Context: an optimization exercise on an open-source flow, tuned for small area, a short achievable clock period and few clock cycles per item. The choices shown serve that exercise and are no tape-out recipe.
Function was checked by simulation only, so behaviour that the tests miss may differ from the original.
No activity file was given, so power comes from the tool's default toggle rates.

Design ssb_resampler, start of the top module:
module ssb_resampler (
    input  wire        clk,
    input  wire        rst,
    input  wire        cmd_valid,
    input  wire [1:0]  cmd_op,
    input  wire [31:0] cmd_data,
    output wire        cmd_ready,
    output reg         out_valid,
    output reg  [15:0] out_sample,
    output reg  [20:0] out_step
);
clock: 40.0 ns
lec_check: 0
cap_margin: 20
core_margin: 2
core_utilization: 65
cts_cluster_diameter: 100
cts_cluster_size: 24
place_density: 0.74
slew_margin: 20
standard.sh (not shown) runs the stock make flow with config.mk's settings and CLKGATE_MAP_FILE= SYNTH_SCRIPT=/design/flow/synth_recipe.tcl, a recipe that flattens the netlist after the stock synthesis.
==> flow/flow/run.sh <==
#!/bin/bash
# The standard layout (standard.sh), with one change: the port buffers
# that buffer_ports inserts are buf_2 cells instead of the delay buffers
# (clkdlybuf4s50_1) it picks by default, which slowed every output path.
set -euo pipefail
export BUFFER_PORTS_ARGS="-buffer_cell sky130_fd_sc_hd__buf_2"
bash standard.sh > standard_flow.log 2>&1
Testbench counts at the start, summed over its fixed seeds: cycles 18,847, steps 3,200.
Change:
--- a/flow/design.v
+++ b/flow/design.v
@@ -76,12 +76,13 @@
     wire [9:0]  dx = {rem, dq[20:18]};
     wire [2:0]  dg = (dx >= 10'd875) ? 3'd7 : (dx >= 10'd750) ? 3'd6 :
                      (dx >= 10'd625) ? 3'd5 : (dx >= 10'd500) ? 3'd4 :
                      (dx >= 10'd375) ? 3'd3 : (dx >= 10'd250) ? 3'd2 :
                      (dx >= 10'd125) ? 3'd1 : 3'd0;
     wire [9:0]  dr = dx - dg * 10'd125;
+    wire [20:0] base_c = (div_cnt == 4'd1) ? {dq[17:0], dg} : dq;
     wire push_ok = do_push && (fill != 6'd63);      
     wire [28:0]  corr_x  = {{13{corr_r[15]}}, corr_r};
     wire [28:0]  acc_new = acc - {8'd0, acc[28:8]} + {8'd0, base} + corr_x;
     wire [29:0]  sum4    = {6'd0, phase, 8'd0} + {1'b0, acc} - {9'd0, acc[28:8]} + {9'd0, base} + {corr_x[28], corr_x};
     wire [5:0]   npop    = sum4[29:24];
     wire         big     = (npop > 6'd4);
@@ -99,19 +100,19 @@
     wire [5:0]   f_m1    = fill - 6'd1;
     wire [5:0]   f_m1s   = fill + 6'd3 - npop;
     wire [1:0]   inc0    = (k0 || bcast) ? 2'd0 :
                            n_le_f ? (big ? 2'd3 : npop[1:0] - 2'd1) :
                            (big ? f_m1s[1:0] : f_m1[1:0]);
     wire [5:0]   fill_n  = push_ok ? (fill + 6'd1) : fill;    
-    wire [22:0]  m1 = {2'b00, base};
-    wire [22:0]  m2 = {1'b0, base, 1'b0};
+    wire [22:0]  m1 = {2'b00, base_c};
+    wire [22:0]  m2 = {1'b0, base_c, 1'b0};
     wire [22:0]  m3 = m1 + m2;
     wire [22:0]  m1d = m1 - 23'd1;
     wire [22:0]  m2d = m2 - 23'd1;
     wire [22:0]  m3d = m3 - 23'd1;
-    wire [13:0]  lim = base[20:7];
+    wire [13:0]  lim = base_c[20:7];
     wire [15:0]  corr_n =
         (fill_n >= 6'd36) ? {2'b00, lim} :
         (fill_n <= 6'd28) ? ~{2'b00, lim} + 16'd1 :
         (fill_n == 6'd35) ? {2'b00, m3[22:9]} :
         (fill_n == 6'd34) ? {2'b00, m2[22:9]} :
         (fill_n == 6'd33) ? {2'b00, m1[22:9]} :
@@ -212,18 +213,16 @@
         end else begin
             if (push_ok)
                 widx <= widx + 6'd1;
             if (do_rate) begin
                 rem     <= rate_c[17:11];
                 dq      <= {rate_c[10:0], 10'd0};
-                div_cnt <= 4'd8;
+                div_cnt <= 4'd7;
             end else if (div_busy) begin
-                if (div_cnt != 4'd1) begin
-                    rem <= dr[6:0];
-                    dq  <= {dq[17:0], dg};
-                end
+                rem     <= dr[6:0];
+                dq      <= {dq[17:0], dg};
                 div_cnt <= div_cnt - 4'd1;
             end
             if (p_rd) begin
                 hist0 <= p_bc ? rd : hist1;
                 hist1 <= p_bc ? rd : hist2;
                 hist2 <= p_bc ? rd : hist3;
After rerunning: Core utilization falls by 0.11 points. First-iteration DRC count rises by 3.1%. Flip-flop and latch count is unchanged. Maximum frequency stays flat. Final area hardly moves. Non-clock buffer count falls by 6. Worst setup slack gains 26 ps. Total power falls by 16%. Cell count hardly moves.
Testbench counts after the change, summed over its fixed seeds: cycles 18,815, steps 3,200.

afterwards: timing with drivers on the ports:
The flow's constraints put no driver on any port. The routed layouts listed below were extracted and timed again, unchanged, in two steps. Step 1: set_driving_cell puts a clkbuf_16 on clk and a buf_2 on each other input, an assumption about the parent block. Step 2 adds t to the input delays and takes it off the output delays; t is the mean of the earliest and latest rising clock arrival at the registers after step 1. Input paths then give back, and output paths get back, about the clock's delay inside the block. Slacks: no drivers / after step 1 / after step 2; pairs: no drivers / after step 1.
| run | shift t [ns] | setup slack, ns | hold WS [ns] | slew at the worst register clock pin (ns) | worst slew at a driven data input, ns |
|---|---|---|---|---|---|
| the first run | 0.920 | 30.643 / 30.553 / 30.956 | 0.411 / 0.411 / 0.411 | 0.10 / 0.10 | 0.04 |
| the second run | 0.923 | 30.669 / 30.567 / 30.461 | 0.424 / 0.424 / 0.424 | 0.10 / 0.10 | 0.04 |
After both steps every run listed still meets setup and hold. The setup slack of the second run, which loses most, moves by -0.102 ns with the drivers and by -0.208 ns with both steps.
